Background: an optimization exercise with open tools, aiming at small area. Do not read the settings as production practice. In this exercise RTL edits were held to simulation tests only and were not proved equivalent to the original.

### flow/config.mk
export PLATFORM = sky130hd
export DESIGN_NAME = gyp_corr
export DESIGN_NICKNAME = gyp_corr
export VERILOG_FILES = /design/flow/design.v
export SDC_FILE = /design/flow/constraint.sdc
export NUM_CORES = 8
export LEC_CHECK = 0
export CAP_MARGIN = 20
export CORE_MARGIN = 2
export CORE_UTILIZATION = 50
export SLEW_MARGIN = 20
### flow/constraint.sdc
create_clock -name core_clock -period 16.0 [get_ports {clk}]
set_input_delay 3.2000 -clock core_clock [delete_from_list [all_inputs] [get_ports {clk}]]
set_output_delay 3.2000 -clock core_clock [all_outputs]
set_load 0.01 [all_outputs]
### flow/design.v
module gyp_cis_lut (
    input  wire [3:0]        j,
    input  wire signed [7:0] xi,       
    input  wire signed [7:0] xq,       
    input  wire signed [8:0] xiq,      
    input  wire signed [8:0] xqmi,     
    input  wire signed [8:0] xni,      
    output wire signed [8:0] hp,
    output wire signed [8:0] hq,
    output wire              nzp,
    output wire              nzq
);
    wire [6:0] sa, sb, sab;
    assign sa[0] = (j == 4'd0) | (j == 4'd9) | (j == 4'd10) | (j == 4'd13);
    assign sa[1] = (j == 4'd0) | (j == 4'd1) | (j == 4'd3) | (j == 4'd7);
    assign sa[2] = (j == 4'd0) | (j == 4'd2) | (j == 4'd4) | (j == 4'd10) | (j == 4'd11) | (j == 4'd13);
    assign sa[3] = (j == 4'd0) | (j == 4'd3) | (j == 4'd6) | (j == 4'd11);
    assign sa[4] = (j == 4'd0) | (j == 4'd1) | (j == 4'd3) | (j == 4'd9);
    assign sa[5] = (j == 4'd0) | (j == 4'd1) | (j == 4'd2) | (j == 4'd6) | (j == 4'd7);
    assign sa[6] = (j == 4'd0) | (j == 4'd1) | (j == 4'd2) | (j == 4'd3) | (j == 4'd4) | (j == 4'd5);
    assign sb[0] = (j == 4'd3) | (j == 4'd6) | (j == 4'd7);
    assign sb[1] = (j == 4'd9) | (j == 4'd13) | (j == 4'd15);
    assign sb[2] = (j == 4'd3) | (j == 4'd5) | (j == 4'd6) | (j == 4'd12) | (j == 4'd14);
    assign sb[3] = (j == 4'd5) | (j == 4'd10) | (j == 4'd13);
    assign sb[4] = (j == 4'd7) | (j == 4'd13) | (j == 4'd15);
    assign sb[5] = (j == 4'd9) | (j == 4'd10) | (j == 4'd14) | (j == 4'd15);
    assign sb[6] = (j == 4'd11) | (j == 4'd12) | (j == 4'd13) | (j == 4'd14) | (j == 4'd15);
    assign sab[0] = (j == 4'd2) | (j == 4'd4) | (j == 4'd12) | (j == 4'd14);
    assign sab[1] = (j == 4'd6) | (j == 4'd8) | (j == 4'd10);
    assign sab[2] = (j == 4'd1) | (j == 4'd15);
    assign sab[3] = (j == 4'd1) | (j == 4'd2) | (j == 4'd8) | (j == 4'd14) | (j == 4'd15);
    assign sab[4] = (j == 4'd2) | (j == 4'd4) | (j == 4'd5) | (j == 4'd8) | (j == 4'd11) | (j == 4'd12) | (j == 4'd14);
    assign sab[5] = (j == 4'd3) | (j == 4'd4) | (j == 4'd5) | (j == 4'd11) | (j == 4'd12) | (j == 4'd13);
    assign sab[6] = (j == 4'd6) | (j == 4'd7) | (j == 4'd8) | (j == 4'd9) | (j == 4'd10);
    wire [8:0] ai = {xi[7], xi};
    wire [8:0] aq = {xq[7], xq};
    wire [8:0] rp [0:6];
    wire [8:0] rq [0:6];
    genvar k;
    generate
        for (k = 0; k < 7; k = k + 1) begin : g_row
            assign rp[k] = ({9{sa[k]}} & ai) | ({9{sb[k]}} & aq) | ({9{sab[k]}} & xiq);
            assign rq[k] = ({9{sa[k]}} & aq) | ({9{sb[k]}} & xni) | ({9{sab[k]}} & xqmi);
        end
    endgenerate
    wire tp_1;
    wire tp_2;
    assign tp_1 = rp[0][6] ^ rp[1][5];
    assign tp_2 = rp[0][6] & rp[1][5];
    wire tp_3;
    wire tp_4;
    assign tp_3 = rp[0][7] ^ rp[1][6] ^ rp[2][5];
    assign tp_4 = (rp[0][7] & rp[1][6]) | (rp[0][7] & rp[2][5]) | (rp[1][6] & rp[2][5]);
    wire tp_5;
    wire tp_6;
    assign tp_5 = ~rp[0][8] ^ rp[1][7] ^ rp[2][6];
    assign tp_6 = (~rp[0][8] & rp[1][7]) | (~rp[0][8] & rp[2][6]) | (rp[1][7] & rp[2][6]);
    wire tp_7;
    wire tp_8;
    assign tp_7 = rp[3][5] ^ rp[4][4];
    assign tp_8 = rp[3][5] & rp[4][4];
    wire tp_9;
    wire tp_10;
    assign tp_9 = ~rp[1][8] ^ rp[2][7] ^ rp[3][6];
    assign tp_10 = (~rp[1][8] & rp[2][7]) | (~rp[1][8] & rp[3][6]) | (rp[2][7] & rp[3][6]);
    wire tp_11;
    wire tp_12;
    assign tp_11 = rp[0][4] ^ rp[1][3];
    assign tp_12 = rp[0][4] & rp[1][3];
    wire tp_13;
    wire tp_14;
    assign tp_13 = rp[0][5] ^ rp[1][4] ^ rp[2][3];
    assign tp_14 = (rp[0][5] & rp[1][4]) | (rp[0][5] & rp[2][3]) | (rp[1][4] & rp[2][3]);
    wire tp_15;
    wire tp_16;
    assign tp_15 = rp[3][2] ^ rp[4][1];
    assign tp_16 = rp[3][2] & rp[4][1];
    wire tp_17;
    wire tp_18;
    assign tp_17 = rp[2][4] ^ rp[3][3] ^ rp[4][2];
    assign tp_18 = (rp[2][4] & rp[3][3]) | (rp[2][4] & rp[4][2]) | (rp[3][3] & rp[4][2]);
    wire tp_19;
    wire tp_20;
    assign tp_19 = rp[5][1] ^ rp[6][0] ^ tp_1;
    assign tp_20 = (rp[5][1] & rp[6][0]) | (rp[5][1] & tp_1) | (rp[6][0] & tp_1);
    wire tp_21;
    wire tp_22;
    assign tp_21 = rp[3][4] ^ rp[4][3] ^ rp[5][2];
    assign tp_22 = (rp[3][4] & rp[4][3]) | (rp[3][4] & rp[5][2]) | (rp[4][3] & rp[5][2]);
    wire tp_23;
    wire tp_24;
    assign tp_23 = rp[6][1] ^ tp_2 ^ tp_3;
    assign tp_24 = (rp[6][1] & tp_2) | (rp[6][1] & tp_3) | (tp_2 & tp_3);
    wire tp_25;
    wire tp_26;
    assign tp_25 = rp[5][3] ^ rp[6][2] ^ 1'b1;
    assign tp_26 = (rp[5][3] & rp[6][2]) | (rp[5][3] & 1'b1) | (rp[6][2] & 1'b1);
    wire tp_27;
    wire tp_28;
    assign tp_27 = tp_4 ^ tp_5 ^ tp_7;
    assign tp_28 = (tp_4 & tp_5) | (tp_4 & tp_7) | (tp_5 & tp_7);
    wire tp_29;
    wire tp_30;
    assign tp_29 = rp[4][5] ^ rp[5][4] ^ rp[6][3];
    assign tp_30 = (rp[4][5] & rp[5][4]) | (rp[4][5] & rp[6][3]) | (rp[5][4] & rp[6][3]);
    wire tp_31;
    wire tp_32;
    assign tp_31 = tp_6 ^ tp_8 ^ tp_9;
    assign tp_32 = (tp_6 & tp_8) | (tp_6 & tp_9) | (tp_8 & tp_9);
    wire tp_33;
    wire tp_34;
    assign tp_33 = ~rp[2][8] ^ rp[3][7] ^ rp[4][6];
    assign tp_34 = (~rp[2][8] & rp[3][7]) | (~rp[2][8] & rp[4][6]) | (rp[3][7] & rp[4][6]);
    wire tp_35;
    wire tp_36;
    assign tp_35 = rp[5][5] ^ rp[6][4] ^ tp_10;
    assign tp_36 = (rp[5][5] & rp[6][4]) | (rp[5][5] & tp_10) | (rp[6][4] & tp_10);
    wire tp_37;
    wire tp_38;
    assign tp_37 = ~rp[3][8] ^ rp[4][7] ^ rp[5][6];
    assign tp_38 = (~rp[3][8] & rp[4][7]) | (~rp[3][8] & rp[5][6]) | (rp[4][7] & rp[5][6]);
    wire tp_39;
    wire tp_40;
    assign tp_39 = rp[0][3] ^ rp[1][2];
    assign tp_40 = rp[0][3] & rp[1][2];
    wire tp_41;
    wire tp_42;
    assign tp_41 = rp[2][2] ^ rp[3][1] ^ rp[4][0];
    assign tp_42 = (rp[2][2] & rp[3][1]) | (rp[2][2] & rp[4][0]) | (rp[3][1] & rp[4][0]);
    wire tp_43;
    wire tp_44;
    assign tp_43 = rp[5][0] ^ tp_12 ^ tp_13;
    assign tp_44 = (rp[5][0] & tp_12) | (rp[5][0] & tp_13) | (tp_12 & tp_13);
    wire tp_45;
    wire tp_46;
    assign tp_45 = tp_14 ^ tp_16 ^ tp_17;
    assign tp_46 = (tp_14 & tp_16) | (tp_14 & tp_17) | (tp_16 & tp_17);
    wire tp_47;
    wire tp_48;
    assign tp_47 = tp_18 ^ tp_20 ^ tp_21;
    assign tp_48 = (tp_18 & tp_20) | (tp_18 & tp_21) | (tp_20 & tp_21);
    wire tp_49;
    wire tp_50;
    assign tp_49 = tp_22 ^ tp_24 ^ tp_25;
    assign tp_50 = (tp_22 & tp_24) | (tp_22 & tp_25) | (tp_24 & tp_25);
    wire tp_51;
    wire tp_52;
    assign tp_51 = tp_26 ^ tp_28 ^ tp_29;
    assign tp_52 = (tp_26 & tp_28) | (tp_26 & tp_29) | (tp_28 & tp_29);
    wire tp_53;
    wire tp_54;
    assign tp_53 = tp_30 ^ tp_32 ^ tp_33;
    assign tp_54 = (tp_30 & tp_32) | (tp_30 & tp_33) | (tp_32 & tp_33);
    wire tp_55;
    wire tp_56;
    assign tp_55 = rp[6][5] ^ tp_34 ^ tp_36;
    assign tp_56 = (rp[6][5] & tp_34) | (rp[6][5] & tp_36) | (tp_34 & tp_36);
    wire tp_57;
    wire tp_58;
    assign tp_57 = ~rp[4][8] ^ rp[5][7] ^ rp[6][6];
    assign tp_58 = (~rp[4][8] & rp[5][7]) | (~rp[4][8] & rp[6][6]) | (rp[5][7] & rp[6][6]);
    wire tp_59;
    wire tp_60;
    assign tp_59 = rp[0][2] ^ rp[1][1];
    assign tp_60 = rp[0][2] & rp[1][1];
    wire tp_61;
    wire tp_62;
    assign tp_61 = rp[2][1] ^ rp[3][0] ^ tp_39;
    assign tp_62 = (rp[2][1] & rp[3][0]) | (rp[2][1] & tp_39) | (rp[3][0] & tp_39);
    wire tp_63;
    wire tp_64;
    assign tp_63 = tp_11 ^ tp_40 ^ tp_41;
    assign tp_64 = (tp_11 & tp_40) | (tp_11 & tp_41) | (tp_40 & tp_41);
    wire tp_65;
    wire tp_66;
    assign tp_65 = tp_15 ^ tp_42 ^ tp_43;
    assign tp_66 = (tp_15 & tp_42) | (tp_15 & tp_43) | (tp_42 & tp_43);
    wire tp_67;
    wire tp_68;
    assign tp_67 = tp_19 ^ tp_44 ^ tp_45;
    assign tp_68 = (tp_19 & tp_44) | (tp_19 & tp_45) | (tp_44 & tp_45);
    wire tp_69;
    wire tp_70;
    assign tp_69 = tp_23 ^ tp_46 ^ tp_47;
    assign tp_70 = (tp_23 & tp_46) | (tp_23 & tp_47) | (tp_46 & tp_47);
    wire tp_71;
    wire tp_72;
    assign tp_71 = tp_27 ^ tp_48 ^ tp_49;
    assign tp_72 = (tp_27 & tp_48) | (tp_27 & tp_49) | (tp_48 & tp_49);
    wire tp_73;
    wire tp_74;
    assign tp_73 = tp_31 ^ tp_50 ^ tp_51;
    assign tp_74 = (tp_31 & tp_50) | (tp_31 & tp_51) | (tp_50 & tp_51);
    wire tp_75;
    wire tp_76;
    assign tp_75 = tp_35 ^ tp_52 ^ tp_53;
    assign tp_76 = (tp_35 & tp_52) | (tp_35 & tp_53) | (tp_52 & tp_53);
    wire tp_77;
    wire tp_78;
    assign tp_77 = tp_37 ^ tp_54 ^ tp_55;
    assign tp_78 = (tp_37 & tp_54) | (tp_37 & tp_55) | (tp_54 & tp_55);
    wire tp_79;
    wire tp_80;
    assign tp_79 = tp_38 ^ tp_56 ^ tp_57;
    assign tp_80 = (tp_38 & tp_56) | (tp_38 & tp_57) | (tp_56 & tp_57);
    wire tp_81;
    wire tp_82;
    assign tp_81 = ~rp[5][8] ^ rp[6][7] ^ tp_58;
    assign tp_82 = (~rp[5][8] & rp[6][7]) | (~rp[5][8] & tp_58) | (rp[6][7] & tp_58);
    wire tp_83;
    wire tp_84;
    assign tp_83 = rp[0][1] ^ rp[1][0];
    assign tp_84 = rp[0][1] & rp[1][0];
    wire tp_85;
    wire tp_86;
    assign tp_85 = rp[2][0] ^ tp_59 ^ tp_84;
    assign tp_86 = (rp[2][0] & tp_59) | (rp[2][0] & tp_84) | (tp_59 & tp_84);
    wire tp_87;
    wire tp_88;
    assign tp_87 = tp_60 ^ tp_61 ^ tp_86;
    assign tp_88 = (tp_60 & tp_61) | (tp_60 & tp_86) | (tp_61 & tp_86);
    wire tp_89;
    wire tp_90;
    assign tp_89 = tp_62 ^ tp_63 ^ tp_88;
    assign tp_90 = (tp_62 & tp_63) | (tp_62 & tp_88) | (tp_63 & tp_88);
    wire tp_91;
    wire tp_92;
    assign tp_91 = tp_64 ^ tp_65 ^ tp_90;
    assign tp_92 = (tp_64 & tp_65) | (tp_64 & tp_90) | (tp_65 & tp_90);
    wire tp_93;
    wire tp_94;
    assign tp_93 = tp_66 ^ tp_67 ^ tp_92;
    assign tp_94 = (tp_66 & tp_67) | (tp_66 & tp_92) | (tp_67 & tp_92);
    wire tp_95;
    wire tp_96;
    assign tp_95 = tp_68 ^ tp_69 ^ tp_94;
    assign tp_96 = (tp_68 & tp_69) | (tp_68 & tp_94) | (tp_69 & tp_94);
    wire tp_97;
    wire tp_98;
    assign tp_97 = tp_70 ^ tp_71 ^ tp_96;
    assign tp_98 = (tp_70 & tp_71) | (tp_70 & tp_96) | (tp_71 & tp_96);
    wire tp_99;
    wire tp_100;
    assign tp_99 = tp_72 ^ tp_73 ^ tp_98;
    assign tp_100 = (tp_72 & tp_73) | (tp_72 & tp_98) | (tp_73 & tp_98);
    wire tp_101;
    wire tp_102;
    assign tp_101 = tp_74 ^ tp_75 ^ tp_100;
    assign tp_102 = (tp_74 & tp_75) | (tp_74 & tp_100) | (tp_75 & tp_100);
    wire tp_103;
    wire tp_104;
    assign tp_103 = tp_76 ^ tp_77 ^ tp_102;
    assign tp_104 = (tp_76 & tp_77) | (tp_76 & tp_102) | (tp_77 & tp_102);
    wire tp_105;
    wire tp_106;
    assign tp_105 = tp_78 ^ tp_79 ^ tp_104;
    assign tp_106 = (tp_78 & tp_79) | (tp_78 & tp_104) | (tp_79 & tp_104);
    wire tp_107;
    wire tp_108;
    assign tp_107 = tp_80 ^ tp_81 ^ tp_106;
    assign tp_108 = (tp_80 & tp_81) | (tp_80 & tp_106) | (tp_81 & tp_106);
    wire tp_109;
    wire tp_110;
    assign tp_109 = ~rp[6][8] ^ tp_82 ^ tp_108;
    assign tp_110 = (~rp[6][8] & tp_82) | (~rp[6][8] & tp_108) | (tp_82 & tp_108);
    wire tp_111;
    assign tp_111 = 1'b1 ^ tp_110;
    wire [15:0] P = {tp_111, tp_109, tp_107, tp_105, tp_103, tp_101, tp_99, tp_97, tp_95, tp_93, tp_91, tp_89, tp_87, tp_85, tp_83, rp[0][0]};
    wire tq_1;
    wire tq_2;
    assign tq_1 = rq[0][6] ^ rq[1][5];
    assign tq_2 = rq[0][6] & rq[1][5];
    wire tq_3;
    wire tq_4;
    assign tq_3 = rq[0][7] ^ rq[1][6] ^ rq[2][5];
    assign tq_4 = (rq[0][7] & rq[1][6]) | (rq[0][7] & rq[2][5]) | (rq[1][6] & rq[2][5]);
    wire tq_5;
    wire tq_6;
    assign tq_5 = ~rq[0][8] ^ rq[1][7] ^ rq[2][6];
    assign tq_6 = (~rq[0][8] & rq[1][7]) | (~rq[0][8] & rq[2][6]) | (rq[1][7] & rq[2][6]);
    wire tq_7;
    wire tq_8;
    assign tq_7 = rq[3][5] ^ rq[4][4];
    assign tq_8 = rq[3][5] & rq[4][4];
    wire tq_9;
    wire tq_10;
    assign tq_9 = ~rq[1][8] ^ rq[2][7] ^ rq[3][6];
    assign tq_10 = (~rq[1][8] & rq[2][7]) | (~rq[1][8] & rq[3][6]) | (rq[2][7] & rq[3][6]);
    wire tq_11;
    wire tq_12;
    assign tq_11 = rq[0][4] ^ rq[1][3];
    assign tq_12 = rq[0][4] & rq[1][3];
    wire tq_13;
    wire tq_14;
    assign tq_13 = rq[0][5] ^ rq[1][4] ^ rq[2][3];
    assign tq_14 = (rq[0][5] & rq[1][4]) | (rq[0][5] & rq[2][3]) | (rq[1][4] & rq[2][3]);
    wire tq_15;
    wire tq_16;
    assign tq_15 = rq[3][2] ^ rq[4][1];
    assign tq_16 = rq[3][2] & rq[4][1];
    wire tq_17;
    wire tq_18;
    assign tq_17 = rq[2][4] ^ rq[3][3] ^ rq[4][2];
    assign tq_18 = (rq[2][4] & rq[3][3]) | (rq[2][4] & rq[4][2]) | (rq[3][3] & rq[4][2]);
    wire tq_19;
    wire tq_20;
    assign tq_19 = rq[5][1] ^ rq[6][0] ^ tq_1;
    assign tq_20 = (rq[5][1] & rq[6][0]) | (rq[5][1] & tq_1) | (rq[6][0] & tq_1);
    wire tq_21;
    wire tq_22;
    assign tq_21 = rq[3][4] ^ rq[4][3] ^ rq[5][2];
    assign tq_22 = (rq[3][4] & rq[4][3]) | (rq[3][4] & rq[5][2]) | (rq[4][3] & rq[5][2]);
    wire tq_23;
    wire tq_24;
    assign tq_23 = rq[6][1] ^ tq_2 ^ tq_3;
    assign tq_24 = (rq[6][1] & tq_2) | (rq[6][1] & tq_3) | (tq_2 & tq_3);
    wire tq_25;
    wire tq_26;
    assign tq_25 = rq[5][3] ^ rq[6][2] ^ 1'b1;
    assign tq_26 = (rq[5][3] & rq[6][2]) | (rq[5][3] & 1'b1) | (rq[6][2] & 1'b1);
    wire tq_27;
    wire tq_28;
    assign tq_27 = tq_4 ^ tq_5 ^ tq_7;
    assign tq_28 = (tq_4 & tq_5) | (tq_4 & tq_7) | (tq_5 & tq_7);
    wire tq_29;
    wire tq_30;
    assign tq_29 = rq[4][5] ^ rq[5][4] ^ rq[6][3];
    assign tq_30 = (rq[4][5] & rq[5][4]) | (rq[4][5] & rq[6][3]) | (rq[5][4] & rq[6][3]);
    wire tq_31;
    wire tq_32;
    assign tq_31 = tq_6 ^ tq_8 ^ tq_9;
    assign tq_32 = (tq_6 & tq_8) | (tq_6 & tq_9) | (tq_8 & tq_9);
    wire tq_33;
    wire tq_34;
    assign tq_33 = ~rq[2][8] ^ rq[3][7] ^ rq[4][6];
    assign tq_34 = (~rq[2][8] & rq[3][7]) | (~rq[2][8] & rq[4][6]) | (rq[3][7] & rq[4][6]);
    wire tq_35;
    wire tq_36;
    assign tq_35 = rq[5][5] ^ rq[6][4] ^ tq_10;
    assign tq_36 = (rq[5][5] & rq[6][4]) | (rq[5][5] & tq_10) | (rq[6][4] & tq_10);
    wire tq_37;
    wire tq_38;
    assign tq_37 = ~rq[3][8] ^ rq[4][7] ^ rq[5][6];
    assign tq_38 = (~rq[3][8] & rq[4][7]) | (~rq[3][8] & rq[5][6]) | (rq[4][7] & rq[5][6]);
    wire tq_39;
    wire tq_40;
    assign tq_39 = rq[0][3] ^ rq[1][2];
    assign tq_40 = rq[0][3] & rq[1][2];
    wire tq_41;
    wire tq_42;
    assign tq_41 = rq[2][2] ^ rq[3][1] ^ rq[4][0];
    assign tq_42 = (rq[2][2] & rq[3][1]) | (rq[2][2] & rq[4][0]) | (rq[3][1] & rq[4][0]);
    wire tq_43;
    wire tq_44;
    assign tq_43 = rq[5][0] ^ tq_12 ^ tq_13;
    assign tq_44 = (rq[5][0] & tq_12) | (rq[5][0] & tq_13) | (tq_12 & tq_13);
    wire tq_45;
    wire tq_46;
    assign tq_45 = tq_14 ^ tq_16 ^ tq_17;
    assign tq_46 = (tq_14 & tq_16) | (tq_14 & tq_17) | (tq_16 & tq_17);
    wire tq_47;
    wire tq_48;
    assign tq_47 = tq_18 ^ tq_20 ^ tq_21;
    assign tq_48 = (tq_18 & tq_20) | (tq_18 & tq_21) | (tq_20 & tq_21);
    wire tq_49;
    wire tq_50;
    assign tq_49 = tq_22 ^ tq_24 ^ tq_25;
    assign tq_50 = (tq_22 & tq_24) | (tq_22 & tq_25) | (tq_24 & tq_25);
    wire tq_51;
    wire tq_52;
    assign tq_51 = tq_26 ^ tq_28 ^ tq_29;
    assign tq_52 = (tq_26 & tq_28) | (tq_26 & tq_29) | (tq_28 & tq_29);
    wire tq_53;
    wire tq_54;
    assign tq_53 = tq_30 ^ tq_32 ^ tq_33;
    assign tq_54 = (tq_30 & tq_32) | (tq_30 & tq_33) | (tq_32 & tq_33);
    wire tq_55;
    wire tq_56;
    assign tq_55 = rq[6][5] ^ tq_34 ^ tq_36;
    assign tq_56 = (rq[6][5] & tq_34) | (rq[6][5] & tq_36) | (tq_34 & tq_36);
    wire tq_57;
    wire tq_58;
    assign tq_57 = ~rq[4][8] ^ rq[5][7] ^ rq[6][6];
    assign tq_58 = (~rq[4][8] & rq[5][7]) | (~rq[4][8] & rq[6][6]) | (rq[5][7] & rq[6][6]);
    wire tq_59;
    wire tq_60;
    assign tq_59 = rq[0][2] ^ rq[1][1];
    assign tq_60 = rq[0][2] & rq[1][1];
    wire tq_61;
    wire tq_62;
    assign tq_61 = rq[2][1] ^ rq[3][0] ^ tq_39;
    assign tq_62 = (rq[2][1] & rq[3][0]) | (rq[2][1] & tq_39) | (rq[3][0] & tq_39);
    wire tq_63;
    wire tq_64;
    assign tq_63 = tq_11 ^ tq_40 ^ tq_41;
    assign tq_64 = (tq_11 & tq_40) | (tq_11 & tq_41) | (tq_40 & tq_41);
    wire tq_65;
    wire tq_66;
    assign tq_65 = tq_15 ^ tq_42 ^ tq_43;
    assign tq_66 = (tq_15 & tq_42) | (tq_15 & tq_43) | (tq_42 & tq_43);
    wire tq_67;
    wire tq_68;
    assign tq_67 = tq_19 ^ tq_44 ^ tq_45;
    assign tq_68 = (tq_19 & tq_44) | (tq_19 & tq_45) | (tq_44 & tq_45);
    wire tq_69;
    wire tq_70;
    assign tq_69 = tq_23 ^ tq_46 ^ tq_47;
    assign tq_70 = (tq_23 & tq_46) | (tq_23 & tq_47) | (tq_46 & tq_47);
    wire tq_71;
    wire tq_72;
    assign tq_71 = tq_27 ^ tq_48 ^ tq_49;
    assign tq_72 = (tq_27 & tq_48) | (tq_27 & tq_49) | (tq_48 & tq_49);
    wire tq_73;
    wire tq_74;
    assign tq_73 = tq_31 ^ tq_50 ^ tq_51;
    assign tq_74 = (tq_31 & tq_50) | (tq_31 & tq_51) | (tq_50 & tq_51);
    wire tq_75;
    wire tq_76;
    assign tq_75 = tq_35 ^ tq_52 ^ tq_53;
    assign tq_76 = (tq_35 & tq_52) | (tq_35 & tq_53) | (tq_52 & tq_53);
    wire tq_77;
    wire tq_78;
    assign tq_77 = tq_37 ^ tq_54 ^ tq_55;
    assign tq_78 = (tq_37 & tq_54) | (tq_37 & tq_55) | (tq_54 & tq_55);
    wire tq_79;
    wire tq_80;
    assign tq_79 = tq_38 ^ tq_56 ^ tq_57;
    assign tq_80 = (tq_38 & tq_56) | (tq_38 & tq_57) | (tq_56 & tq_57);
    wire tq_81;
    wire tq_82;
    assign tq_81 = ~rq[5][8] ^ rq[6][7] ^ tq_58;
    assign tq_82 = (~rq[5][8] & rq[6][7]) | (~rq[5][8] & tq_58) | (rq[6][7] & tq_58);
    wire tq_83;
    wire tq_84;
    assign tq_83 = rq[0][1] ^ rq[1][0];
    assign tq_84 = rq[0][1] & rq[1][0];
    wire tq_85;
    wire tq_86;
    assign tq_85 = rq[2][0] ^ tq_59 ^ tq_84;
    assign tq_86 = (rq[2][0] & tq_59) | (rq[2][0] & tq_84) | (tq_59 & tq_84);
    wire tq_87;
    wire tq_88;
    assign tq_87 = tq_60 ^ tq_61 ^ tq_86;
    assign tq_88 = (tq_60 & tq_61) | (tq_60 & tq_86) | (tq_61 & tq_86);
    wire tq_89;
    wire tq_90;
    assign tq_89 = tq_62 ^ tq_63 ^ tq_88;
    assign tq_90 = (tq_62 & tq_63) | (tq_62 & tq_88) | (tq_63 & tq_88);
    wire tq_91;
    wire tq_92;
    assign tq_91 = tq_64 ^ tq_65 ^ tq_90;
    assign tq_92 = (tq_64 & tq_65) | (tq_64 & tq_90) | (tq_65 & tq_90);
    wire tq_93;
    wire tq_94;
    assign tq_93 = tq_66 ^ tq_67 ^ tq_92;
    assign tq_94 = (tq_66 & tq_67) | (tq_66 & tq_92) | (tq_67 & tq_92);
    wire tq_95;
    wire tq_96;
    assign tq_95 = tq_68 ^ tq_69 ^ tq_94;
    assign tq_96 = (tq_68 & tq_69) | (tq_68 & tq_94) | (tq_69 & tq_94);
    wire tq_97;
    wire tq_98;
    assign tq_97 = tq_70 ^ tq_71 ^ tq_96;
    assign tq_98 = (tq_70 & tq_71) | (tq_70 & tq_96) | (tq_71 & tq_96);
    wire tq_99;
    wire tq_100;
    assign tq_99 = tq_72 ^ tq_73 ^ tq_98;
    assign tq_100 = (tq_72 & tq_73) | (tq_72 & tq_98) | (tq_73 & tq_98);
    wire tq_101;
    wire tq_102;
    assign tq_101 = tq_74 ^ tq_75 ^ tq_100;
    assign tq_102 = (tq_74 & tq_75) | (tq_74 & tq_100) | (tq_75 & tq_100);
    wire tq_103;
    wire tq_104;
    assign tq_103 = tq_76 ^ tq_77 ^ tq_102;
    assign tq_104 = (tq_76 & tq_77) | (tq_76 & tq_102) | (tq_77 & tq_102);
    wire tq_105;
    wire tq_106;
    assign tq_105 = tq_78 ^ tq_79 ^ tq_104;
    assign tq_106 = (tq_78 & tq_79) | (tq_78 & tq_104) | (tq_79 & tq_104);
    wire tq_107;
    wire tq_108;
    assign tq_107 = tq_80 ^ tq_81 ^ tq_106;
    assign tq_108 = (tq_80 & tq_81) | (tq_80 & tq_106) | (tq_81 & tq_106);
    wire tq_109;
    wire tq_110;
    assign tq_109 = ~rq[6][8] ^ tq_82 ^ tq_108;
    assign tq_110 = (~rq[6][8] & tq_82) | (~rq[6][8] & tq_108) | (tq_82 & tq_108);
    wire tq_111;
    assign tq_111 = 1'b1 ^ tq_110;
    wire [15:0] Q = {tq_111, tq_109, tq_107, tq_105, tq_103, tq_101, tq_99, tq_97, tq_95, tq_93, tq_91, tq_89, tq_87, tq_85, tq_83, rq[0][0]};
    assign hp  = P[15:7];
    assign hq  = Q[15:7];
    assign nzp = |P[6:0];
    assign nzq = |Q[6:0];
endmodule
module gyp_prn_taps (
    input  wire [4:0]  sv_idx,
    output reg  [10:1] g2_init,
    output reg         c_last
);
    always @(*) begin
        case (sv_idx)
            5'd0 : begin g2_init = 10'h0df; c_last = 1'b0; end   
            5'd1 : begin g2_init = 10'h06f; c_last = 1'b0; end   
            5'd2 : begin g2_init = 10'h037; c_last = 1'b0; end   
            5'd3 : begin g2_init = 10'h01b; c_last = 1'b0; end   
            5'd4 : begin g2_init = 10'h1a4; c_last = 1'b0; end   
            5'd5 : begin g2_init = 10'h0d2; c_last = 1'b1; end   
            5'd6 : begin g2_init = 10'h1a6; c_last = 1'b0; end   
            5'd7 : begin g2_init = 10'h0d3; c_last = 1'b0; end   
            5'd8 : begin g2_init = 10'h069; c_last = 1'b1; end   
            5'd9 : begin g2_init = 10'h0bb; c_last = 1'b0; end   
            5'd10: begin g2_init = 10'h05d; c_last = 1'b0; end   
            5'd11: begin g2_init = 10'h017; c_last = 1'b0; end   
            5'd12: begin g2_init = 10'h00b; c_last = 1'b0; end   
            5'd13: begin g2_init = 10'h005; c_last = 1'b0; end   
            5'd14: begin g2_init = 10'h002; c_last = 1'b0; end   
            5'd15: begin g2_init = 10'h001; c_last = 1'b1; end   
            5'd16: begin g2_init = 10'h191; c_last = 1'b0; end   
            5'd17: begin g2_init = 10'h0c8; c_last = 1'b0; end   
            5'd18: begin g2_init = 10'h064; c_last = 1'b0; end   
            5'd19: begin g2_init = 10'h032; c_last = 1'b0; end   
            5'd20: begin g2_init = 10'h019; c_last = 1'b0; end   
            5'd21: begin g2_init = 10'h00c; c_last = 1'b0; end   
            5'd22: begin g2_init = 10'h1cc; c_last = 1'b0; end   
            5'd23: begin g2_init = 10'h039; c_last = 1'b0; end   
            5'd24: begin g2_init = 10'h01c; c_last = 1'b0; end   
            5'd25: begin g2_init = 10'h00e; c_last = 1'b0; end   
            5'd26: begin g2_init = 10'h007; c_last = 1'b0; end   
            5'd27: begin g2_init = 10'h003; c_last = 1'b1; end   
            5'd28: begin g2_init = 10'h1a8; c_last = 1'b0; end   
            5'd29: begin g2_init = 10'h0d4; c_last = 1'b0; end   
            5'd30: begin g2_init = 10'h06a; c_last = 1'b0; end   
            default: begin g2_init = 10'h035; c_last = 1'b0; end   
        endcase
    end
endmodule
module gyp_corr_ch (
    input  wire               clk,
    input  wire               rst,
    input  wire               s_valid,      
    input  wire               s_valid_d,
    input  wire signed [7:0]  xi,
    input  wire signed [7:0]  xq,
    input  wire signed [8:0]  xiq,          
    input  wire signed [8:0]  xqmi,         
    input  wire signed [8:0]  xni,          
    input  wire               ld_carr,
    input  wire               ld_code,
    input  wire               start,
    input  wire               stop,
    input  wire [31:0]        cmd_data,
    input  wire [10:1]        g2_init,      
    input  wire               c_last,       
    output reg                d_valid,
    output reg  [23:0]        d_ie,
    output reg  [23:0]        d_qe,
    output reg  [23:0]        d_ip,
    output reg  [23:0]        d_qp,
    output reg  [23:0]        d_il,
    output reg  [23:0]        d_ql
);
    reg         active;
    reg         carr_set;      
    reg         code_set;      
    reg  [31:0] carr_fcw;
    reg  [31:0] code_fcw;
    reg  [15:0] th_lo;         
    reg         th_c;          
    reg  [15:0] th_hi;         
    reg  [15:0] cf_lo;         
    reg         cf_c;
    reg  [15:0] cf_hi;
    reg  [10:1] g1;            
    reg  [10:1] g2;            
    reg         prev_chip;     
    reg         ev;            
    reg         st1, st2;      
    wire [31:0] carr_e  = ld_carr ? cmd_data : carr_fcw;
    wire [31:0] code_e  = ld_code ? cmd_data : code_fcw;
    wire        carr_on = s_valid & (ld_carr | carr_set);
    wire        code_on = s_valid & (ld_code | code_set);
    wire [15:0] th_lo_s, cf_lo_s;
    wire        th_lo_c, cf_lo_c;
    gyp_add #(16) u_thl (.a(th_lo & {16{~start}}), .b(carr_e[15:0] & {16{carr_on}}),
                         .ci(1'b0), .s(th_lo_s), .co(th_lo_c));
    gyp_add #(16) u_cfl (.a(cf_lo & {16{~start}}), .b(code_e[15:0] & {16{code_on}}),
                         .ci(1'b0), .s(cf_lo_s), .co(cf_lo_c));
    wire [15:0] th_hi_s, cf_hi_s;
    wire        adv;           
    gyp_add #(16) u_thh (.a(th_hi), .b(carr_fcw[31:16] & {16{s_valid_d & carr_set}}),
                         .ci(th_c), .s(th_hi_s), .co());
    gyp_add #(16) u_cfh (.a(cf_hi), .b(code_fcw[31:16] & {16{s_valid_d & code_set}}),
                         .ci(cf_c), .s(cf_hi_s), .co(adv));
    wire run       = s_valid_d & active;
    wire epoch_end = run & adv & (g1 == 10'h1ff);    
    wire chip_p = g1[10] ^ g2[10];
    wire chip_n = g1[9] ^ g2[9];
    wire half   = cf_hi[15];
    wire chip_e = half ? chip_n : chip_p;
    wire chip_l = half ? chip_p : prev_chip;
    wire [5:0] idx = th_hi[15:10];
    wire signed [8:0] hp, hq;
    wire nzp, nzq;
    gyp_cis_lut u_lut (.j(idx[3:0]), .xi(xi), .xq(xq), .xiq(xiq), .xqmi(xqmi), .xni(xni),
                       .hp(hp), .hq(hq), .nzp(nzp), .nzq(nzq));
    reg  [8:0] p_yr, p_yq;     
    reg        p_nzr, p_nzq, p_nr, p_nq, p_ce, p_cp, p_cl;
    wire clr = d_valid | st2;
    wire [23:0] n_ie, n_qe, n_ip, n_qp, n_il, n_ql;
    gyp_acc u_ie (.acc(d_ie), .clr(clr), .y(p_yr), .nz(p_nzr), .neg(p_nr), .chip(p_ce), .s(n_ie));
    gyp_acc u_qe (.acc(d_qe), .clr(clr), .y(p_yq), .nz(p_nzq), .neg(p_nq), .chip(p_ce), .s(n_qe));
    gyp_acc u_ip (.acc(d_ip), .clr(clr), .y(p_yr), .nz(p_nzr), .neg(p_nr), .chip(p_cp), .s(n_ip));
    gyp_acc u_qp (.acc(d_qp), .clr(clr), .y(p_yq), .nz(p_nzq), .neg(p_nq), .chip(p_cp), .s(n_qp));
    gyp_acc u_il (.acc(d_il), .clr(clr), .y(p_yr), .nz(p_nzr), .neg(p_nr), .chip(p_cl), .s(n_il));
    gyp_acc u_ql (.acc(d_ql), .clr(clr), .y(p_yq), .nz(p_nzq), .neg(p_nq), .chip(p_cl), .s(n_ql));
    always @(posedge clk) begin
        carr_fcw <= carr_e;
        code_fcw <= code_e;
        th_lo    <= th_lo_s;
        th_c     <= th_lo_c;
        cf_lo    <= cf_lo_s;
        cf_c     <= cf_lo_c;
        th_hi    <= th_hi_s & {16{~start}};
        cf_hi    <= cf_hi_s & {16{~start}};
        if (start) begin
            g1        <= 10'h3ff;
            g2        <= g2_init;
            prev_chip <= c_last;
        end else if (adv) begin
            g1        <= {g1[9:1], g1[3] ^ g1[10]};
            g2        <= {g2[9:1], g2[2] ^ g2[3] ^ g2[6] ^ g2[8] ^ g2[9] ^ g2[10]};
            prev_chip <= chip_p;
        end
        st1   <= start;
        st2   <= st1;
        p_yr  <= idx[4] ? hq : hp;
        p_nzr <= idx[4] ? nzq : nzp;
        p_nr  <= idx[5];
        p_yq  <= idx[4] ? hp : hq;
        p_nzq <= idx[4] ? nzp : nzq;
        p_nq  <= idx[5] ^ idx[4];
        p_ce  <= chip_e;
        p_cp  <= chip_p;
        p_cl  <= chip_l;
        d_ie  <= n_ie;
        d_qe  <= n_qe;
        d_ip  <= n_ip;
        d_qp  <= n_qp;
        d_il  <= n_il;
        d_ql  <= n_ql;
        if (rst) begin
            active   <= 1'b0;
            carr_set <= 1'b0;
            code_set <= 1'b0;
            ev       <= 1'b0;
            d_valid  <= 1'b0;
        end else begin
            active   <= start | (active & ~stop);
            carr_set <= carr_set | ld_carr;
            code_set <= code_set | ld_code;
            ev       <= epoch_end;
            d_valid  <= ev;
        end
    end
endmodule
module gyp_acc (
    input  wire [23:0] acc,
    input  wire        clr,
    input  wire [8:0]  y,
    input  wire        nz,
    input  wire        neg,      
    input  wire        chip,     
    output wire [23:0] s
);
    wire t = chip ^ neg;
    gyp_add #(24) u_add (.a(acc & {24{~clr}}), .b({{15{y[8] ^ t}}, y ^ {9{t}}}),
                         .ci(t ^ (neg & nz)), .s(s), .co());
endmodule
module gyp_add #(
    parameter W = 8
) (
    input  wire [W-1:0] a,
    input  wire [W-1:0] b,
    input  wire         ci,
    output wire [W-1:0] s,
    output wire         co
);
    wire [W:0] c;
    assign c[0] = ci;
    genvar k;
    generate
        for (k = 0; k < W; k = k + 1) begin : g_bit
            assign s[k]   = a[k] ^ b[k] ^ c[k];
            assign c[k+1] = (a[k] & b[k]) | (a[k] & c[k]) | (b[k] & c[k]);
        end
    endgenerate
    assign co = c[W];
endmodule
module gyp_corr #(
    parameter NCH = 8
) (
    input  wire                 clk,
    input  wire                 rst,
    input  wire                 s_valid,
    input  wire [7:0]           s_i,
    input  wire [7:0]           s_q,
    input  wire                 cmd_valid,
    input  wire [2:0]           cmd_ch,
    input  wire [1:0]           cmd_op,
    input  wire [31:0]          cmd_data,
    output wire [NCH-1:0]       d_valid,
    output wire [NCH*24-1:0]    d_ie,
    output wire [NCH*24-1:0]    d_qe,
    output wire [NCH*24-1:0]    d_ip,
    output wire [NCH*24-1:0]    d_qp,
    output wire [NCH*24-1:0]    d_il,
    output wire [NCH*24-1:0]    d_ql
);
    reg               s_valid_d;
    reg  signed [7:0] xi, xq;
    always @(posedge clk) begin
        s_valid_d <= s_valid;
        xi        <= s_valid ? s_i : 8'd0;
        xq        <= s_valid ? s_q : 8'd0;
    end
    wire signed [8:0] xiq  = xi + xq;
    wire signed [8:0] xqmi = xq - xi;
    wire signed [8:0] xni  = -xi;
    wire [10:1] g2_init;
    wire        c_last;
    gyp_prn_taps u_taps (.sv_idx(cmd_data[4:0]), .g2_init(g2_init), .c_last(c_last));
    genvar c;
    generate
        for (c = 0; c < NCH; c = c + 1) begin : g_ch
            wire sel = cmd_valid && cmd_ch == c;
            gyp_corr_ch u_ch (
                .clk      (clk),
                .rst      (rst),
                .s_valid  (s_valid),
                .s_valid_d(s_valid_d),
                .xi       (xi),
                .xq       (xq),
                .xiq      (xiq),
                .xqmi     (xqmi),
                .xni      (xni),
                .ld_carr  (sel && cmd_op == 2'd0),
                .ld_code  (sel && cmd_op == 2'd1),
                .start    (sel && cmd_op == 2'd2),
                .stop     (sel && cmd_op == 2'd3),
                .cmd_data (cmd_data),
                .g2_init  (g2_init),
                .c_last   (c_last),
                .d_valid  (d_valid[c]),
                .d_ie     (d_ie[c*24 +: 24]),
                .d_qe     (d_qe[c*24 +: 24]),
                .d_ip     (d_ip[c*24 +: 24]),
                .d_qp     (d_qp[c*24 +: 24]),
                .d_il     (d_il[c*24 +: 24]),
                .d_ql     (d_ql[c*24 +: 24])
            );
        end
    endgenerate
endmodule
### flow/flow/run.sh
#!/bin/bash
# The standard ORFS layout (the standard.sh) with three changes:
#  - synthesis skips the generic ABC pass inside Yosys's synth (SYNTH_ARGS=-noabc), so the
#    explicit adders reach extract_fa as written; the registers are the same as the
#    standard synthesis's;
#  - ports are buffered with sky130_fd_sc_hd__buf_1 instead of the default delay buffer;
#  - the clock tree uses clkbuf_4 cells in small clusters and no dummy loads;
#  - after global routing, gates off the critical paths are downsized (RECOVER_POWER=100).
# Each tool's full output is in standard.log (and ORFS's per-step logs under orfs/logs).
set -euo pipefail
export SYNTH_ARGS="-noabc"
export BUFFER_PORTS_ARGS="-buffer_cell sky130_fd_sc_hd__buf_1"
export RECOVER_POWER=100
export CTS_ARGS="-sink_clustering_enable -repair_clock_nets -dont_use_dummy_load -buf_list sky130_fd_sc_hd__clkbuf_4 -sink_clustering_size 8 -sink_clustering_max_diameter 40"
bash standard.sh finish > standard.log 2>&1
### flow/standard.sh
#!/bin/bash
# synth_recipe.tcl (not shown) runs the flow's synth.tcl, then flattens the netlist and writes it again
# the make line also repeats each setting of config.mk as NAME=value (left out here)
make -C /OpenROAD-flow-scripts/flow DESIGN_CONFIG=/design/flow/config.mk WORK_HOME=/design/flow/orfs CLKGATE_MAP_FILE= SYNTH_SCRIPT=/design/flow/synth_recipe.tcl "${@:-finish}"
==> flow_summary.json, run 1 <==
{
  "synth-warning-count": 4,
  "routed_via_density": 5.80,
  "finish.instance_area_um2": 167000,
  "worstMarginPinSlew_ps": 3850,
  "async_reset_ff_frac": 0,
  "hold_violations": 0,
  "first_pass_iters": 13,
  "postCtsHoldBufs": 0,
  "dieHeight_um": 560,
  "crit_chain": "clkbuf_1, clkinv_1, ha_1, inv_1, o21bai_1, a21oi_1, xnor2_1, buf_4, o21ai_0, fa_1, fa_1, fa_1, fa_1, fa_1, fa_1, fa_1, fa_1, fa_1, fa_1, fa_1, fa_1, inv_1, fa_1, mux2i_1",
  "final_cell_mix": "2345 x sky130_fd_sc_hd__fa_1, 2274 x sky130_fd_sc_hd__dfxtp_1, 1445 x sky130_fd_sc_hd__and2_1, 1124 x sky130_fd_sc_hd__buf_1, 692 x sky130_fd_sc_hd__o21ai_0",
  "cp_slowest_cell": "sky130_fd_sc_hd__clkinv_1",
  "initial_utilization": 0.502,
  "drv_slew": 2154,
  "fillCellCount": 26700,
  "timing.setup.tns_ps": 0,
  "dp_cells": 17500,
  "floorplan.die.width_um": 560,
  "globalRoute.totalOverflow": 0,
  "grt_first_pass_wirelength_um": 704000,
  "detailroute.via_count": 104000,
  "postPlaceCellArea_um2": 164000,
  "so.violations": "max-capacitance violations, max-slew violations",
  "synth_seq_cells": 2633,
  "multi_input_area_um2": 94200,
  "clk_pin_slew_worst_setup_hold_paths_ps": 90,
  "finalCriticalPeriod_ps": 14220,
  "critPathKind": "reg2reg",
  "netlist-cell-type-count": 88,
  "layoutNonFillerInstCount": 18000,
  "cts_max_path_buffers": 4,
  "synth_top_flop_cell": "sky130_fd_sc_hd__dfxtp_1",
  "io_buffer_count": 1216,
  "min_path_type": "reg2reg",
  "cts-buffers-inserted": 428,
  "drive_gt1_frac": 0.0898,
  "layout.nets": 16400,
  "drt-total-wl_um": 468000,
  "synthToLayoutAreaGrowth_pct": 7.80,
  "synth_sequential_area_ratio": 0.363,
  "part_of_the_cycle_the_worst_path_needs": 0.889,
  "layout.area.seq_um2": 56200,
  "drt-wirelength-per-cell_um": 26.1,
  "mappedNetlistNets": 15400,
  "worstPathMaxFanout": 49,
  "place_congestion": 0.971,
  "maxCapViolCount": 48,
  "floorplan.die_area_um2": 314000,
  "final_setup_violation_count": 0,
  "route.detailed.drc": 0,
  "post_synth.cell_area_avg_um2": 12.0,
  "layout_commonest_cell": "sky130_fd_sc_hd__fa_1",
  "tritoncts": "built",
  "worst_skew_pair.late_latency_ps": 1460,
  "grt_max_degree": 145,
  "pin_count": 1217,
  "place.detailed.hpwl_um": 331000,
  "worst_path_most_repeated_cell": "sky130_fd_sc_hd__fa_1",
  "max-slew-margin-rel": -1.57,
  "grt_usage": 0.295,
  "data_required_time_at_the_worst_endpoint_ps": 17290,
  "clock-skew-final_ps": 202,
  "syn-instance-count": 12800,
  "cts_resized": 0,
  "grt_pass1_vias": 111000,
  "rows": 204,
  "drtIter0Drc": 10300,
  "design.core.area_um2": 308000,
  "synth_area_um2": 155000,
  "result_of_the_run": "complete, but fails checks",
  "critPathMaxStageDelay_ps": 2040,
  "cp_data_arrival_time_ps": 15510,
  "critical_path.endpoint_type": "flop",
  "layout.core_utilization": 0.541,
  "start_kind": "flop",
  "fmax_ghz": 0.0703,
  "cts.sink_count": 2633,
  "cts_post_setup_buffers_inserted": 0,
  "final_antenna_net_count": 0,
  "unrepaired_setup_endpoints_after_global_routing": "false",
  "root_buffer": "sky130_fd_sc_hd__clkbuf_4",
  "grt_antenna_before_repair": 28,
  "maximum_level_of_the_cts_h_tree": 5,
  "synth_enable_flop_cells": 344
}
final cells by class:
class	count	share of cell area
inverters	284	0.00640
diodes	16	0.000240
clock buffers	428	0.0193
flip-flops and latches	2633	0.337
repair buffers	1522	0.0404
multi-input cells	8952	0.565
well taps	4120	0.0309
registers in the layout, summed over array words and instances (netlist names), 72 cells and up:
| register | count |
|---|---|
| g_ch.u_ch.d_qp | 192 |
| g_ch.u_ch.cf_hi | 128 |
| g_ch.u_ch.p_yq | 72 |
| g_ch.u_ch.d_il | 192 |
| g_ch.u_ch.th_lo | 128 |
| g_ch.u_ch.d_ie | 192 |
| g_ch.u_ch.cf_lo | 128 |
| g_ch.u_ch.g2 | 80 |
| g_ch.u_ch.carr_fcw | 256 |
| g_ch.u_ch.d_ip | 192 |
| g_ch.u_ch.p_yr | 72 |
| g_ch.u_ch.code_fcw | 256 |
| g_ch.u_ch.g1 | 80 |
| g_ch.u_ch.th_hi | 128 |
| g_ch.u_ch.d_qe | 192 |
| g_ch.u_ch.d_ql | 192 |
cell usage after synthesis, types with 27 or more instances:
cell | n | area [um2]
sky130_fd_sc_hd__nand2_1 | 393 | 1480
sky130_fd_sc_hd__o21ai_0 | 699 | 3500
sky130_fd_sc_hd__a22oi_1 | 532 | 3990
sky130_fd_sc_hd__buf_1 | 30 | 113
sky130_fd_sc_hd__fa_1 | 2346 | 47000
sky130_fd_sc_hd__ha_1 | 162 | 2030
sky130_fd_sc_hd__o221ai_1 | 56 | 490
sky130_fd_sc_hd__nor2_1 | 277 | 1040
sky130_fd_sc_hd__o211ai_1 | 31 | 233
sky130_fd_sc_hd__a222oi_1 | 119 | 1190
sky130_fd_sc_hd__dfxtp_1 | 2289 | 45800
sky130_fd_sc_hd__and3_1 | 267 | 1670
sky130_fd_sc_hd__nor3b_1 | 27 | 203
sky130_fd_sc_hd__mux2_2 | 393 | 4430
sky130_fd_sc_hd__mux2i_1 | 111 | 1110
sky130_fd_sc_hd__xnor2_2 | 48 | 781
sky130_fd_sc_hd__nor2b_1 | 300 | 1880
sky130_fd_sc_hd__and2_1 | 1651 | 10300
sky130_fd_sc_hd__nor3_1 | 67 | 335
sky130_fd_sc_hd__a21boi_0 | 43 | 323
sky130_fd_sc_hd__clkbuf_1 | 812 | 3050
sky130_fd_sc_hd__inv_1 | 268 | 1010
sky130_fd_sc_hd__buf_2 | 114 | 571
sky130_fd_sc_hd__a221o_1 | 106 | 1060
sky130_fd_sc_hd__a21oi_1 | 131 | 656
sky130_fd_sc_hd__nand2b_1 | 80 | 500
sky130_fd_sc_hd__or2_2 | 27 | 169
sky130_fd_sc_hd__xor2_1 | 88 | 771
sky130_fd_sc_hd__nand3_1 | 32 | 160
sky130_fd_sc_hd__a221oi_1 | 52 | 455
sky130_fd_sc_hd__edfxtp_1 | 344 | 10300
sky130_fd_sc_hd__xnor2_1 | 624 | 5470
layer usage:
metal  wire length, um  global-route usage
met1            185000               0.381
met2            217000               0.471
met3             42000              0.0691
met4             24200               0.137
met5               188                   0
worst max-delay path, delay by kind of cell (launching register included):
kind | cells | cell delay, ps
AOI/OAI and AO/OA | 3 | 720
xor gates and xnor gates | 1 | 780
adders and majority gates | 14 | 7040
buffers and inverters | 5 | 5060
DFF | 1 | 320
muxes | 1 | 160
kinds of logic after synthesis:
logic type               synth area share
AND/OR/NAND/NOR                     0.119
flip-flops                          0.363
adder cells (fa/ha/maj)             0.317
AO/OA/AOI/OAI                      0.0872
buffers and inverters              0.0318
XOR/XNOR                           0.0454
multiplexers                       0.0358
metrics by stage:
stage               setup WS (ps)  hold slack, ps
floorplan                    4200             310
global placement             3760             312
detailed placement           3610             312
CTS                          3580             332
global route                 1670             337
finish                       1780             332
worst paths after layout:
check / startpoint / endpoint / slack, ps / depth (start not counted)
worst max-delay path: xi[2]$_SDFF_PN0_ / g_ch[2].u_ch.p_yr[7]$_DFF_P_ / 1780 / 24
worst min-delay path: g_ch[6].u_ch.st1$_DFF_P_ / g_ch[6].u_ch.st2$_DFF_P_ / 330 / 0
worst max register to register: xi[2]$_SDFF_PN0_ / g_ch[2].u_ch.p_yr[7]$_DFF_P_ / 1780 / 24
worst min register to register: g_ch[6].u_ch.st1$_DFF_P_ / g_ch[6].u_ch.st2$_DFF_P_ / 330 / 0
==> inputs of run 2 (changes only) <==
==> flow/run.sh (new file) <==
#!/bin/bash
# synth_recipe.tcl (not shown) runs the flow's synth.tcl, then flattens the netlist and writes it again
# the make line also repeats each setting of config.mk as NAME=value (left out here)
make -C /OpenROAD-flow-scripts/flow DESIGN_CONFIG=/design/flow/config.mk WORK_HOME=/design/flow/orfs CLKGATE_MAP_FILE= SYNTH_SCRIPT=/design/flow/synth_recipe.tcl finish
--- a/flow/config.mk
+++ b/flow/config.mk
@@ -8,4 +8,7 @@
 export CAP_MARGIN = 20
 export CORE_MARGIN = 2
 export CORE_UTILIZATION = 50
+export CTS_BUF_LIST = sky130_fd_sc_hd__clkbuf_4
+export CTS_CLUSTER_DIAMETER = 40
+export CTS_CLUSTER_SIZE = 8
 export SLEW_MARGIN = 20
removed: flow/flow/run.sh
removed: flow/standard.sh
==> run 2 against run 1 <==
Count of clock-buffer cells in the layout up 142. Setup slack better by 1700 ps. Utilization increased by 3.7 points. Critical endpoint is now g_ch[3].u_ch.d_qp[22]$_DFF_P_. Routed wire length rose by 5.4%. Fmax increased by 14%. Cell count increased by 11%. Flip-flop and latch count is the same. Non-clock buffer count fell by 9. The run now finishes clean. Worst hold slack worse by 33 ps. Largest cell class unchanged.
==> flow_summary.json, run 2 <==
{
  "reg_top3": "g_ch.u_ch.carr_fcw: 256 flops, g_ch.u_ch.code_fcw: 256 flops",
  "design.core.area_um2": 312000,
  "max-slew-margin-rel": 0.0687,
  "final_setup_violation_count": 0,
  "hold_violations": 0,
  "synthToLayoutAreaGrowth_pct": 14.8,
  "globalRoute.totalOverflow": 0,
  "pin_count": 1217,
  "rows": 205,
  "worstMarginPinSlew_ps": 1390,
  "min_path_type": "reg2reg",
  "critPathKind": "reg2reg",
  "syn-instance-count": 14500,
  "unrepaired_setup_endpoints_after_global_routing": "false",
  "drt-wirelength-per-cell_um": 24.7,
  "timing.setup.tns_ps": 0,
  "final_cell_mix": "2346 x sky130_fd_sc_hd__fa_1, 2272 x sky130_fd_sc_hd__dfxtp_1, 2145 x sky130_fd_sc_hd__inv_1, 1619 x sky130_fd_sc_hd__nand2_1, 1190 x sky130_fd_sc_hd__clkdlybuf4s50_1",
  "root_buffer": "sky130_fd_sc_hd__clkbuf_4",
  "final_antenna_net_count": 0,
  "synth_sequential_area_ratio": 0.357,
  "worstHoldPathCells": 0,
  "cts_post_setup_buffers_inserted": 0,
  "clk_pin_slew_worst_setup_hold_paths_ps": 100,
  "cts_resized": 0,
  "first_pass_iters": 14,
  "clock-skew-final_ps": 249,
  "critical_path.reg2reg.startpoint": "g_ch[3].u_ch.d_valid$_SDFF_PP0_",
  "grt_usage": 0.309,
  "routed_via_density": 5.55,
  "maximum_level_of_the_cts_h_tree": 5,
  "dieHeight_um": 565,
  "place_congestion": 0.958,
  "post_synth.cell_area_avg_um2": 10.9,
  "drive_gt1_frac": 0.107,
  "dp_cells": 19200,
  "cts.sink_count": 2633,
  "cp_slowest_cell": "sky130_fd_sc_hd__buf_4",
  "worst_path_most_repeated_cell": "sky130_fd_sc_hd__fa_1",
  "path_buf_inv": 3,
  "synth_top_area_cell": "sky130_fd_sc_hd__fa_1",
  "yosysMostFrequentCell": "sky130_fd_sc_hd__fa_1",
  "netlist.area_leader.share": 0.299,
  "grt_pass1_vias": 117000,
  "cts_max_path_buffers": 4,
  "synth_enable_flop_cells": 344,
  "layout.nets": 18100,
  "part_of_the_cycle_the_worst_path_needs": 0.782,
  "fmax_ghz": 0.0800,
  "grt_max_degree": 90,
  "timing.hold.worst_endpoint": "g_ch[4].u_ch.st2$_DFF_P_",
  "data_required_time_at_the_worst_endpoint_ps": 17230,
  "detailroute.via_count": 111000,
  "synth_seq_cells": 2633,
  "floorplan.die.width_um": 565,
  "layout_commonest_cell": "sky130_fd_sc_hd__fa_1",
  "result_of_the_run": "no timing/DRC/antenna violations",
  "drt-total-wl_um": 493000,
  "synth-warning-count": 4,
  "grt_first_pass_wirelength_um": 741000,
  "floorplan.die_area_um2": 319000,
  "io_buffer_count": 1216,
  "tritoncts": "built",
  "timing.reg2reg.setup_slack_ps": 3500,
  "crit-reg2reg-capture": "g_ch[3].u_ch.d_qp[22]$_DFF_P_",
  "critical_path.endpoint_type": "flop",
  "maxCapViolCount": 0,
  "place.detailed.hpwl_um": 351000,
  "grt_antenna_before_repair": 43,
  "start_kind": "flop",
  "worst_skew_pair.late_latency_ps": 1570,
  "synth_area_um2": 157000,
  "route.detailed.drc": 0,
  "drv_slew": 0,
  "synth_top_flop_cell": "sky130_fd_sc_hd__dfxtp_1",
  "ff2ff_path_depth": 27,
  "cts-buffers-inserted": 438,
  "netlist_top_cells_area": "sky130_fd_sc_hd__fa_1 30%, sky130_fd_sc_hd__dfxtp_1 29%, sky130_fd_sc_hd__edfxtp_1 6.6%, sky130_fd_sc_hd__inv_1 5.1%, sky130_fd_sc_hd__nand2_1 3.9%",
  "finalCriticalPeriod_ps": 12500,
  "startpoint_of_the_lowest_slack_hold_path": "g_ch[4].u_ch.st1$_DFF_P_",
  "cp_data_arrival_time_ps": 13740,
  "worstPathMaxFanout": 66,
  "layoutNonFillerInstCount": 20000,
  "netlist_top_cells_count": "2346 x sky130_fd_sc_hd__fa_1, 2289 x sky130_fd_sc_hd__dfxtp_1, 2146 x sky130_fd_sc_hd__inv_1",
  "postCtsHoldBufs": 0,
  "worst_path_dominant_cell_family": "adder cells",
  "mappedNetlistNets": 17100,
  "critPathMaxStageDelay_ps": 570,
  "async_reset_ff_frac": 0,
  "initial_utilization": 0.503,
  "drtIter0Drc": 11100,
  "netlist-cell-type-count": 87
}
-- run 2: cell types whose count changed after synthesis, sizes merged, moves of 78 or more --
cell    before   now
inv        279  2168
and2      1651   373
nand2      393  1630
and3       267    54
nor2       282   457
a22oi      532   368
o21ai      721   568
a21oi      131   233
clkbuf     813   720
a222oi     119   201
xor2        88   166
-- run 2: how the worst max path moves through the flow --
stage	startpoint	end	slack [ps]	cells past startpoint
3_5_place_dp	cmd_valid	g_ch[4].u_ch.th_lo[15]$_DFF_P_	1940	25
3_3_place_gp	cmd_valid	g_ch[4].u_ch.th_lo[15]$_DFF_P_	2200	25
5_1_grt	g_ch[3].u_ch.d_valid$_SDFF_PP0_	g_ch[3].u_ch.d_qp[22]$_DFF_P_	3000	27
2_1_floorplan	cmd_ch[1]	g_ch[2].u_ch.th_lo[15]$_DFF_P_	4400	25
4_1_cts	g_ch[3].u_ch.d_valid$_SDFF_PP0_	g_ch[3].u_ch.d_qp[22]$_DFF_P_	3070	26
6_report	g_ch[3].u_ch.d_valid$_SDFF_PP0_	g_ch[3].u_ch.d_qp[22]$_DFF_P_	3500	27
-- run 2: layer usage --
| layer | GRT usage | part of all wire | vias to the layer above |
|---|---|---|---|
| li1 | - | - | 48100 |
| met1 | 0.391 | 0.38 | 56000 |
| met2 | 0.496 | 0.47 | 5371 |
| met3 | 0.0833 | 0.098 | 1400 |
| met4 | 0.142 | 0.052 | 22 |
| met5 | 0 | 0.00031 | - |
-- run 2: final cells by class --
type / instances / area (um2)
Clock inverter: 179 / 1960
Sequential cell: 2633 / 56200
Multi-Input combinational cell: 8742 / 90400
Tap cell: 4140 / 5180
Timing Repair Buffer: 1513 / 14300
Fill cell: 26400 / 132000
Clock buffer: 570 / 4280
Antenna cell: 17 / 42.5
Inverter: 2176 / 8170
-- run 2: metrics by stage --
step | util | worst slack, ps | instance area (um2) | hold WS [ps]
floorplan | - | 4400 | 157000 | 310
global placement | 0.557 | 2200 | 174000 | 311
detailed placement | 0.557 | 1940 | 174000 | 312
CTS | 0.577 | 3070 | 180000 | 269
global route | 0.578 | 3000 | 181000 | 318
finish | 0.578 | 3500 | 181000 | 299
-- run 2: cell families (layout without fill, tap and decap cells) --
family | count (synthesis) | count (layout) | synth area share
AND/OR/NAND/NOR | 3052 | 3052 | 0.0882
buffers and inverters | 3114 | 4438 | 0.0759
adder cells (fa/ha/maj) | 2520 | 2520 | 0.312
other | 0 | 17 | 0
multiplexers | 526 | 526 | 0.0366
AO/OA/AOI/OAI | 1882 | 1882 | 0.0853
XOR/XNOR | 762 | 762 | 0.0447
flip-flops | 2633 | 2633 | 0.357
-- run 2: worst reg2reg max path: stages, from the launching register on --
cell and delay, ps:
sky130_fd_sc_hd__dfxtp_1 350, sky130_fd_sc_hd__nor2_4 450, sky130_fd_sc_hd__buf_16 270, sky130_fd_sc_hd__buf_4 580, sky130_fd_sc_hd__nand2_1 210, sky130_fd_sc_hd__fa_1 430, sky130_fd_sc_hd__fa_1 460, sky130_fd_sc_hd__fa_1 470
sky130_fd_sc_hd__fa_1 460, sky130_fd_sc_hd__fa_1 460, sky130_fd_sc_hd__fa_1 470, sky130_fd_sc_hd__fa_1 470, sky130_fd_sc_hd__fa_1 470, sky130_fd_sc_hd__fa_1 470, sky130_fd_sc_hd__fa_1 480, sky130_fd_sc_hd__fa_1 470
sky130_fd_sc_hd__fa_1 460, sky130_fd_sc_hd__fa_1 460, sky130_fd_sc_hd__fa_1 460, sky130_fd_sc_hd__fa_1 470, sky130_fd_sc_hd__fa_1 480, sky130_fd_sc_hd__fa_1 470, sky130_fd_sc_hd__fa_1 470, sky130_fd_sc_hd__fa_1 460
sky130_fd_sc_hd__fa_1 470, sky130_fd_sc_hd__fa_1 460, sky130_fd_sc_hd__fa_1 550, sky130_fd_sc_hd__inv_1 40

static timing again, ports no longer ideal:
The results above use ideal ports. As a check the final layouts listed here were re-extracted and re-timed, cells and wires unchanged.
Step 1 sets driving cells, clkbuf_16 on the clock port and buf_2 on the other inputs (assumed; they add their load-dependent delay and slew).
Step 2 times the ports against the registers' clock, not the clock port: input delays grow and output delays shrink by t, the midpoint of the rising clock arrivals with the driver on.
Slacks: ideal ports / drivers / drivers and shift; pairs: ideal ports / drivers.
run	shift t [ns]	setup WS [ns]	latest minus earliest clock arrival (ns)	slew at the worst register clock pin (ns)
run 1	1.450	1.782 / 1.782 / 1.782	0.238 / 0.238	0.10 / 0.10
run 2	1.536	3.495 / 3.495 / 2.416	0.263 / 0.264	0.10 / 0.10
The setup slack of run 2, which loses most, moves by 0.000 ns with the drivers and by -1.079 ns with both steps.
